This design comes from an exercise in tuning for small area, a short achievable clock period and few clock cycles on the open sky130 flow, not from production work.
RTL that was checked went through simulation tests only; none was proved equivalent to the original.
Power figures rest on the tool's default switching activity, not on a simulated workload.

==> inputs of job 4120 <==
==> flow/design.v (excerpt) <==
module sieve_engine (
    input  wire        clk,
    input  wire        rst_n,
    input  wire        reg_we,
    input  wire [8:0]  reg_addr,
    input  wire [63:0] reg_wdata,
    output reg  [63:0] reg_rdata,
    input  wire [2:0]  win_addr,
    output wire [63:0] win_rdata,
    output wire        irq
);
==> flow/config.mk <==
export PLATFORM = sky130hd
export DESIGN_NAME = sieve_engine
export DESIGN_NICKNAME = sieve_engine
export VERILOG_FILES = /design/flow/design.v
export SDC_FILE = /design/flow/constraint.sdc
export NUM_CORES = 8
export LEC_CHECK = 0
export CAP_MARGIN = 20
export CORE_MARGIN = 2
export CORE_UTILIZATION = 45
export SETUP_SLACK_MARGIN = 5
export SLEW_MARGIN = 20
export SYNTH_MEMORY_MAX_BITS = 16384
==> flow/constraint.sdc <==
create_clock -name core_clock -period 12.0 [get_ports {clk}]
set_input_delay 2.4000 -clock core_clock [delete_from_list [all_inputs] [get_ports {clk}]]
set_output_delay 2.4000 -clock core_clock [all_outputs]
set_load 0.01 [all_outputs]
standard.sh (not shown) runs the stock make flow with config.mk's settings and CLKGATE_MAP_FILE= SYNTH_SCRIPT=/design/flow/synth_recipe.tcl, a recipe that flattens the netlist after the stock synthesis.
==> flow/flow/run.sh <==
#!/bin/bash
# The standard ORFS layout (the standard.sh), with two changes to how it is
# made: the port buffers that global placement inserts are plain buffers
# (buf_4) rather than the default pick, and timing repair aims for a larger
# setup margin. The SDC, clock period and every other step are unchanged.
set -euo pipefail
bash standard.sh "BUFFER_PORTS_ARGS=-buffer_cell sky130_fd_sc_hd__buf_4" SETUP_SLACK_MARGIN=5 finish > make.log 2>&1
==> job 7563: changes against job 4120 <==
--- a/flow/design.v
+++ b/flow/design.v
@@ -733,26 +733,26 @@
         reg [3:0] r, d, g, p, o, k, qq;
         reg       c;
         begin
             r = rd[7:4];
             d = rd[3:0];
             g = r & d;
             p = r ^ d;
             o = r | d;
-            c = (o[3] & o[2] & o[1] & o[0]) | (o[3] & o[2] & g[1]) | (o[3] & g[2]) | g[3];
+            c = g[3] | (o[3] & g[2]) | (o[3] & o[2] & g[1]) | (o[3] & o[2] & o[1] & o[0]);
             k[0] = c;
-            k[1] = (o[0] & o[3] & o[2] & o[1]) | (o[0] & o[3] & o[2] & g[1]) | (o[0] & o[3] & g[2]) |
-                   (o[0] & g[3]) | g[0];
-            k[2] = (o[1] & o[0] & c) | (o[1] & g[0]) | g[1];
-            k[3] = (o[2] & o[1] & o[0] & c) | (o[2] & o[1] & g[0]) | (o[2] & g[1]) | g[2];
+            k[1] = g[0] | (o[0] & g[3]) | (o[0] & o[3] & g[2]) | (o[0] & o[3] & o[2] & g[1]) |
+                   (o[0] & o[3] & o[2] & o[1]);
+            k[2] = g[1] | (o[1] & g[0]) | (o[1] & o[0] & c);
+            k[3] = g[2] | (o[2] & g[1]) | (o[2] & o[1] & g[0]) | (o[2] & o[1] & o[0] & c);
             qq[0] = r[0] ^ c;
-            qq[1] = r[1] ^ (r[0] & c);
-            qq[2] = r[2] ^ ((r[0] & r[1]) & c);
-            qq[3] = r[3] ^ ((r[0] & r[1] & r[2]) & c);
+            qq[1] = r[1] ^ (c & r[0]);
+            qq[2] = r[2] ^ (c & r[0] & r[1]);
+            qq[3] = r[3] ^ (c & r[0] & r[1] & r[2]);
             step15 = {qq, p ^ k};
         end
     endfunction
     wire [63:0] cls_a  = {2'b00, arg0[63:2]};
     wire [3:0]  cls_c  = arg0[1] ? 4'd2 : 4'd3;
     wire [16:0] cls_bw;                   
     wire [15:0] cls_nz;                   
     wire [63:0] cls_y;
@@ -765,41 +765,34 @@
             if (gd == 0) begin : g_d0
                 assign cls_y[3:0] = cls_a[3:0] - cls_c;
             end else begin : g_dn
                 assign cls_y[4*gd+3:4*gd] = cls_a[4*gd+3:4*gd] - {3'd0, cls_bw[gd]};
                 assign cls_bw[gd + 1] = cls_bw[1] & (&cls_nz[gd:1]);
             end
         end
     endgenerate
-    wire [63:0] cls_sc = {res1_hi[2:0], res0, 2'b00} >> 2;
+    wire [1:0]  cls_g  = busy ? cls_ph : 2'd3;
     reg  [15:0] cls_dg;
     always @(*) begin
-        case (cls_ph)
-            2'd0:    cls_dg = cls_sc[15:0];
-            2'd1:    cls_dg = cls_sc[31:16];
-            2'd2:    cls_dg = cls_sc[47:32];
-            default: cls_dg = {2'b00, res1_hi[2:0], res0[58:48]};
+        case (cls_g)
+            2'd0:    cls_dg = cls_y[15:0];
+            2'd1:    cls_dg = cls_y[31:16];
+            2'd2:    cls_dg = cls_y[47:32];
+            default: cls_dg = cls_y[63:48];
         endcase
     end
     wire [3:0]  cls_rr [0:4];
     wire [15:0] cls_qd;
-    assign cls_rr[4] = (cls_ph == 2'd3) ? 4'd0 : res1_lo[5:2];
+    assign cls_rr[4] = busy ? res1_lo[5:2] : 4'd0;
     generate
-        for (gd = 1; gd >= 0; gd = gd - 1) begin : g_cls
-            wire [3:0] dh  = cls_dg[8*gd+7:8*gd+4];
-            wire [3:0] dl  = cls_dg[8*gd+3:8*gd];
-            wire [7:0] sp  = step15({(&dh) ? 4'd0 : dh, dl});     
-            wire [7:0] sth = step15({cls_rr[2*gd + 2], dh});
-            wire [7:0] stl = step15({sth[3:0], dl});
-            wire [7:0] stp = step15({cls_rr[2*gd + 2], sp[3:0]});
-            assign cls_qd[8*gd+7:8*gd+4] = sth[7:4];
-            assign cls_qd[8*gd+3:8*gd]   = stl[7:4];
-            assign cls_rr[2*gd + 1] = sth[3:0];
-            assign cls_rr[2*gd]     = stp[3:0];
+        for (gd = 3; gd >= 0; gd = gd - 1) begin : g_cls
+            wire [7:0] st = step15({cls_rr[gd + 1], cls_dg[4*gd+3:4*gd]});
+            assign cls_qd[4*gd+3:4*gd] = st[7:4];
+            assign cls_rr[gd] = st[3:0];
         end
     endgenerate
     wire [5:0]  cls_r   = {cls_rr[0], arg0[1] ^ 1'b1, arg0[0]};
     wire [4:0]  cls_map = rmap(cls_r);
     wire        cls_lo  = (~|arg0[63:4]) && (arg0[3:0] < 4'd10);
     wire [58:0] cls_res0 = cls_lo ? 59'd0 : {res0[58:16], cls_qd};
     wire [16:0] cls_res1 = cls_lo ? 17'h10000
                                   : {5'd0, cls_map[3:0], cls_map[4], 1'b0, cls_r};
@@ -1381,17 +1374,17 @@
     assign wt[5] = (wt_key == 10'd32) | (wt_key == 10'd95) | (wt_key == 10'd96);
     integer gi;
     always @(posedge clk) begin
         if (!ngroups[3]) begin
             g_pc[ngroups[2:0]]    <= p_pc;
             g_first[ngroups[2:0]] <= nrecords[6:0];
         end
         if (issue)
-            cls_ph <= 2'd3;
+            cls_ph <= 2'd2;
         else if (busy)
             cls_ph <= cls_ph - 2'd1;
         if (issue) begin
             pj   <= {ri_g, ri_loc};
             psel <= w[9:8];
             ppc  <= (opc == 8'h06) ? ri_pc : rg_pc;
             pe   <= sv_e;
             pseg <= sv_segs;
@@ -1458,18 +1451,18 @@
                 if (!legal) begin
                     errcode <= E_ILLEGAL;
                 end else begin
                     case (opc)
                     8'h00: errcode <= E_OK;                            
                     8'h01: begin                                       
                         busy         <= 1'b1;
                         done         <= 1'b0;
-                        res0         <= cls_y[58:0];
-                        res1_hi[2:0] <= cls_y[61:59];
+                        res0[58:48]  <= cls_qd[10:0];
+                        res1_lo[5:2] <= cls_rr[0];
                     end
                     8'h02: begin                                       
                         if (cfg_arg || cfg_nomem) begin
                             errcode  <= cfg_arg ? E_ARG : E_NOMEM;
                             limit    <= 11'd0;
                             nblocks  <= 6'd0;
                             segsize  <= 64'd0;
                             segbase  <= 6'd0;
@@ -1603,56 +1596,52 @@
                         res1_hi <= 5'd0;
                     end
                 end
                 default: begin
                     if (cls_ph != 2'd0) begin
                         busy         <= 1'b1;
                         done         <= 1'b0;
                         res1_lo[5:2] <= cls_rr[0];
-                        if (cls_ph == 2'd3)
-                            res0[58:48] <= cls_qd[10:0];
-                        else if (cls_ph == 2'd2)
+                        if (cls_ph == 2'd2)
                             res0[47:32] <= cls_qd;
                         else
                             res0[31:16] <= cls_qd;
                     end else begin
                         res0    <= cls_res0;
                         res1_lo <= cls_res1;
                         res1_hi <= 5'd0;
                     end
                 end
                 endcase
             end
         end
     end
     wire complete_flag = configured && (segbase == nblocks);
     wire [63:0] status = {40'd0, lastop, 4'd0, errcode, 2'b00, ovr, (errcode != 4'd0),
                           complete_flag, configured, done, busy};
-    reg  [63:0] rd16;
     always @(*) begin
-        case (reg_addr[3:0])
-            4'h0:    rd16 = ID_VALUE;
-            4'h1:    rd16 = 64'd32;
-            4'h2:    rd16 = {32'd128, 32'd8};
-            4'h3:    rd16 = {62'd0, ctrl_ie, 1'b0};
-            4'h4:    rd16 = status;
-            4'h6:    rd16 = arg0;
-            4'h7:    rd16 = arg1;
-            4'h8:    rd16 = {5'd0, res0};
-            4'h9:    rd16 = {27'd0, res1_hi, 15'd0, res1_lo};
-            4'ha:    rd16 = {53'd0, limit};
-            4'hb:    rd16 = {58'd0, nblocks};
-            4'hc:    rd16 = segsize;
-            4'hd:    rd16 = {58'd0, segbase};
-            4'he:    rd16 = {60'd0, ngroups};
-            4'hf:    rd16 = {56'd0, nrecords};
-            default: rd16 = 64'd0;
+        case (reg_addr)
+            9'h00:   reg_rdata = ID_VALUE;
+            9'h01:   reg_rdata = 64'd32;
+            9'h02:   reg_rdata = {32'd128, 32'd8};
+            9'h03:   reg_rdata = {62'd0, ctrl_ie, 1'b0};
+            9'h04:   reg_rdata = status;
+            9'h06:   reg_rdata = arg0;
+            9'h07:   reg_rdata = arg1;
+            9'h08:   reg_rdata = {5'd0, res0};
+            9'h09:   reg_rdata = {27'd0, res1_hi, 15'd0, res1_lo};
+            9'h0a:   reg_rdata = {53'd0, limit};
+            9'h0b:   reg_rdata = {58'd0, nblocks};
+            9'h0c:   reg_rdata = segsize;
+            9'h0d:   reg_rdata = {58'd0, segbase};
+            9'h0e:   reg_rdata = {60'd0, ngroups};
+            9'h0f:   reg_rdata = {56'd0, nrecords};
+            default: reg_rdata = 64'd0;
         endcase
-        reg_rdata = (~|reg_addr[8:4]) ? rd16 : 64'd0;
     end
     wire [15:0] win_blk [0:3];
     genvar wi;
     generate
         for (wi = 0; wi < 4; wi = wi + 1) begin : g_win
             wire [4:0] idx = {win_addr, wi[1:0]};
             assign win_blk[wi] = below_nb[idx] ? bsv[idx*16 +: 16] : 16'd0;
         end
==> summary of the runs <==
Job 4120 completed with no timing, DRC or antenna violations. Job 7563 finished with timing, DRC and antenna clean.
Against job 4120, the synthesized area of job 7563 is lower by about 1.1%.
In job 4120 the synthesized cell count is higher than in job 7563, by 2.7%.
Of job 4120 and job 7563, job 7563 has the higher hold slack (gap 9.0 ps).
Sequential power is about the same in job 4120 and job 7563.
Critical path depth: job 4120 is lower than job 7563 (20).
Between job 7563 and job 4120, the lower clock-buffer cell count is in job 4120 (gap 4).
Non-clock buffer count: job 7563 is lower than job 4120 (22).
Flip-flop and latch count is the same in job 4120 and job 7563.
Against job 7563, the power of job 4120 is smaller by 45%.
==> figures <==
|  | job 7563 | job 4120 |
|---|---|---|
| Outcome | complete, no violations | complete, no violations |
| Layout cell share with drive strength beyond 1 | 17.32% | 18.02% |
| Max IR drop VDD | 720.7 µV | 138.0 µV |
| End of the worst register-to-register path | res1_lo[9] | res1_lo[7] |
| Sequential group power | 1.73 mW | 1.75 mW |
| Fraction of synthesized cell area taken by the top area cell type | 16.51% | 16.33% |
| Vias in the first global route | 61560 | 63880 |
| Multi-input combinational area share | 63.09% | 63.29% |
| Proportion of synthesized area in mux cells | 4.703% | 2.933% |
| Synthesized net count | 7760 | 7965 |
| Violation count after the first detailed-route iteration | 10440 | 12120 |
| Clock distribution area overhead in the final layout | 2.836% | 2.987% |
| Global Route met2 Usage | 70.99% | 73.18% |
| Combinational-cell power consumption | 9.42 mW | 3.47 mW |
| Combined buffer and inverter count along the critical path | 5 | 7 |
| Count of mapped cells out of synthesis | 7230 | 7426 |
| Post-DR wirelength/cell | 35.52 µm | 36.50 µm |
| Worst hold start | segsize[54] | res1_lo[13] |
| Endpoint of the worst hold path | segsize[54] | res1_lo[13] |
Function was not checked in any run of this note: the RTL went through the layout flow alone.

========
==> v25: inputs <==
Another version of the RTL of sieve_engine (not shown whole).
export LEC_CHECK = 0
export CAP_MARGIN = 20
export CORE_MARGIN = 2
export CORE_UTILIZATION = 50
export SETUP_SLACK_MARGIN = 5
export SLEW_MARGIN = 20
export SYNTH_MEMORY_MAX_BITS = 16384
create_clock -name core_clock -period 12.0 [get_ports {clk}]
==> flow/flow/run.sh <==
#!/bin/bash
# The standard ORFS layout (the standard.sh) with one change to how it is
# made: the port buffers that global placement inserts are plain buffers
# (buf_4) rather than the default pick. Everything else (SDC, clock period,
# the flow settings in config.mk) is the standard flow's. make's full output goes to
# make.log here; each ORFS step also writes its own log under orfs/logs.
set -euo pipefail
bash standard.sh "BUFFER_PORTS_ARGS=-buffer_cell sky130_fd_sc_hd__buf_4" finish > make.log 2>&1
==> inputs of v20, as changes to v25 <==
--- a/flow/design.v
+++ b/flow/design.v
@@ -741,44 +741,28 @@
             qq[1] = r[1] ^ (r[0] & c);
             qq[2] = r[2] ^ ((r[0] & r[1]) & c);
             qq[3] = r[3] ^ ((r[0] & r[1] & r[2]) & c);
             step15 = {qq, p ^ k};
         end
     endfunction
+    genvar gd;
     wire [63:0] cls_a  = {2'b00, arg0[63:2]};
     wire [3:0]  cls_c  = arg0[1] ? 4'd2 : 4'd3;
-    wire [16:0] cls_bw;                   
-    wire [15:0] cls_nz;                   
-    wire [63:0] cls_y;
-    assign cls_bw[0] = 1'b0;
-    assign cls_bw[1] = (cls_a[3:0] < cls_c);
-    genvar gd;
-    generate
-        for (gd = 0; gd < 16; gd = gd + 1) begin : g_cdig
-            assign cls_nz[gd] = ~|cls_a[4*gd+3:4*gd];
-            if (gd == 0) begin : g_d0
-                assign cls_y[3:0] = cls_a[3:0] - cls_c;
-            end else begin : g_dn
-                assign cls_y[4*gd+3:4*gd] = cls_a[4*gd+3:4*gd] - {3'd0, cls_bw[gd]};
-                assign cls_bw[gd + 1] = cls_bw[1] & (&cls_nz[gd:1]);
-            end
-        end
-    endgenerate
-    wire [63:0] cls_sc = {res1_hi[2:0], res0, 2'b00} >> 2;
     reg  [15:0] cls_dg;
     always @(*) begin
-        case (cls_ph)
-            2'd0:    cls_dg = cls_sc[15:0];
-            2'd1:    cls_dg = cls_sc[31:16];
-            2'd2:    cls_dg = cls_sc[47:32];
-            default: cls_dg = {2'b00, res1_hi[2:0], res0[58:48]};
+        if (!busy)
+            cls_dg = cls_a[63:48];
+        else case (cls_ph)
+            2'd0:    cls_dg = cls_a[15:0];
+            2'd1:    cls_dg = cls_a[31:16];
+            default: cls_dg = cls_a[47:32];
         endcase
     end
     wire [3:0]  cls_rr [0:4];
     wire [15:0] cls_qd;
-    assign cls_rr[4] = (cls_ph == 2'd3) ? 4'd0 : res1_lo[5:2];
+    assign cls_rr[4] = busy ? res1_lo[5:2] : 4'd0;
     generate
         for (gd = 1; gd >= 0; gd = gd - 1) begin : g_cls
             wire [3:0] dh  = cls_dg[8*gd+7:8*gd+4];
             wire [3:0] dl  = cls_dg[8*gd+3:8*gd];
             wire [7:0] sp  = step15({(&dh) ? 4'd0 : dh, dl});     
             wire [7:0] sth = step15({cls_rr[2*gd + 2], dh});
@@ -787,16 +771,21 @@
             assign cls_qd[8*gd+7:8*gd+4] = sth[7:4];
             assign cls_qd[8*gd+3:8*gd]   = stl[7:4];
             assign cls_rr[2*gd + 1] = sth[3:0];
             assign cls_rr[2*gd]     = stp[3:0];
         end
     endgenerate
-    wire [5:0]  cls_r   = {cls_rr[0], arg0[1] ^ 1'b1, arg0[0]};
+    wire        cls_fix = (cls_ph == 2'd3);                    
+    wire [3:0]  cls_R   = cls_fix ? res1_lo[5:2] : cls_rr[0];
+    wire        cls_bw  = (cls_rr[0] < cls_c);
+    wire [3:0]  cls_r15 = cls_fix ? cls_R + 4'd15 - cls_c : cls_R - cls_c;
+    wire [58:0] cls_dec = res0 - 59'd1;
+    wire [5:0]  cls_r   = {cls_r15, arg0[1] ^ 1'b1, arg0[0]};
     wire [4:0]  cls_map = rmap(cls_r);
     wire        cls_lo  = (~|arg0[63:4]) && (arg0[3:0] < 4'd10);
-    wire [58:0] cls_res0 = cls_lo ? 59'd0 : {res0[58:16], cls_qd};
+    wire [58:0] cls_res0 = cls_lo ? 59'd0 : cls_fix ? cls_dec : {res0[58:16], cls_qd};
     wire [16:0] cls_res1 = cls_lo ? 17'h10000
                                   : {5'd0, cls_map[3:0], cls_map[4], 1'b0, cls_r};
     wire        cfg_arg   = (arg0 == 64'd0) || (arg1 == 64'd0);
     wire        cfg_nomem = (arg0 > 64'd1860);
     wire [10:0] cfg_div   = div60(arg0[10:0] - 11'd1);
     wire [5:0]  cfg_nb    = cfg_div[10:6] + 6'd2;
@@ -1323,13 +1312,13 @@
     always @(posedge clk) begin
         if (!ngroups[3]) begin
             g_pc[ngroups[2:0]]    <= p_pc;
             g_first[ngroups[2:0]] <= nrecords[6:0];
         end
         if (issue)
-            cls_ph <= 2'd3;
+            cls_ph <= 2'd2;
         else if (busy)
             cls_ph <= cls_ph - 2'd1;
         if (issue) begin
             pj   <= {ri_g, ri_loc};
             psel <= w[9:8];
             ppc  <= (opc == 8'h06) ? ri_pc : rg_pc;
@@ -1401,14 +1390,14 @@
                 end else begin
                     case (opc)
                     8'h00: errcode <= E_OK;                            
                     8'h01: begin                                       
                         busy         <= 1'b1;
                         done         <= 1'b0;
-                        res0         <= cls_y[58:0];
-                        res1_hi[2:0] <= cls_y[61:59];
+                        res0[58:48]  <= cls_qd[10:0];
+                        res1_lo[5:2] <= cls_rr[0];
                     end
                     8'h02: begin                                       
                         if (cfg_arg || cfg_nomem) begin
                             errcode  <= cfg_arg ? E_ARG : E_NOMEM;
                             limit    <= 11'd0;
                             nblocks  <= 6'd0;
@@ -1542,22 +1531,22 @@
                         res0    <= {53'd0, sv_sw};
                         res1_lo <= {9'd0, cleared};
                         res1_hi <= 5'd0;
                     end
                 end
                 default: begin
-                    if (cls_ph != 2'd0) begin
+                    if (cls_ph[1] ^ cls_ph[0] || (cls_ph == 2'd0 && cls_bw && !cls_lo)) begin
                         busy         <= 1'b1;
                         done         <= 1'b0;
                         res1_lo[5:2] <= cls_rr[0];
-                        if (cls_ph == 2'd3)
-                            res0[58:48] <= cls_qd[10:0];
-                        else if (cls_ph == 2'd2)
+                        if (cls_ph == 2'd2)
                             res0[47:32] <= cls_qd;
-                        else
+                        else if (cls_ph == 2'd1)
                             res0[31:16] <= cls_qd;
+                        else
+                            res0[15:0]  <= cls_qd;
                     end else begin
                         res0    <= cls_res0;
                         res1_lo <= cls_res1;
                         res1_hi <= 5'd0;
                     end
                 end
--- a/flow/config.mk
+++ b/flow/config.mk
@@ -5,9 +5,10 @@
 export SDC_FILE = /design/flow/constraint.sdc
 export NUM_CORES = 8
 export LEC_CHECK = 0
 export CAP_MARGIN = 20
 export CORE_MARGIN = 2
 export CORE_UTILIZATION = 50
+export PLACE_DENSITY = 0.66
 export SETUP_SLACK_MARGIN = 5
 export SLEW_MARGIN = 20
 export SYNTH_MEMORY_MAX_BITS = 16384
==> run notes <==
- In v25 the first-iteration DRC count is higher than in v20, by 1.3%.
- v20 produced a clean layout. v25 completed without violations.
- Between v20 and v25, the lower critical path depth is in v20 (gap 31).
- Of v20 and v25, v20 has the higher fmax (gap 1.8%, measured against v25).
- Sequential power is about the same in v25 and v20.
- In v20 the synthesized cell count is larger than in v25, by 2.6%.
- Clock power is about the same in v25 and v20.
- Of v25 and v20, v20 has the higher design area (gap about 3%, measured against v20).
- Between v25 and v20, the lower utilization is in v25 (gap 0.67 points).
- Against v20, the wire length of v25 is higher by 1.9%.
Testbench counts of v25, summed over its fixed seeds: cycles 1,228.
Testbench counts of v20, summed over its fixed seeds: cycles 1,206.

-- re-timing with driven ports --
No port has a modelled driver above. Below, the same layouts with a new extraction and two added sets of constraints.
Step 1: set_driving_cell puts a clkbuf_16 on clk and a buf_2 on each other input, an assumption about the parent block.
Step 2 also shifts input and output timing later by t, the mid clock arrival at the registers, as if the neighbouring blocks saw the same clock.
Slacks: ideal ports / drivers / drivers and shift; pairs: ideal ports / drivers.
run | shift t [ns] | slack for setup (ns) | worst setup path after step 2 | clock arrival spread, ns | cell pins on the clock port's net
job 4120 | 0.737 | 4.552 / 4.552 / 4.434 | input to register | 0.092 / 0.092 | 1
job 7563 | 0.727 | 3.100 / 3.100 / 3.100 | register to register | 0.083 / 0.084 | 1
v25 | 0.739 | 4.845 / 4.840 / 4.337 | input to register | 0.031 / 0.030 | 1
v20 | 0.730 | 4.973 / 4.906 / 4.556 | input to register | 0.050 / 0.051 | 1
After both steps setup and hold are still met in every run listed. For v25, which loses most, drivers alone change the setup slack by -0.005 ns; drivers and shift together by -0.508 ns.
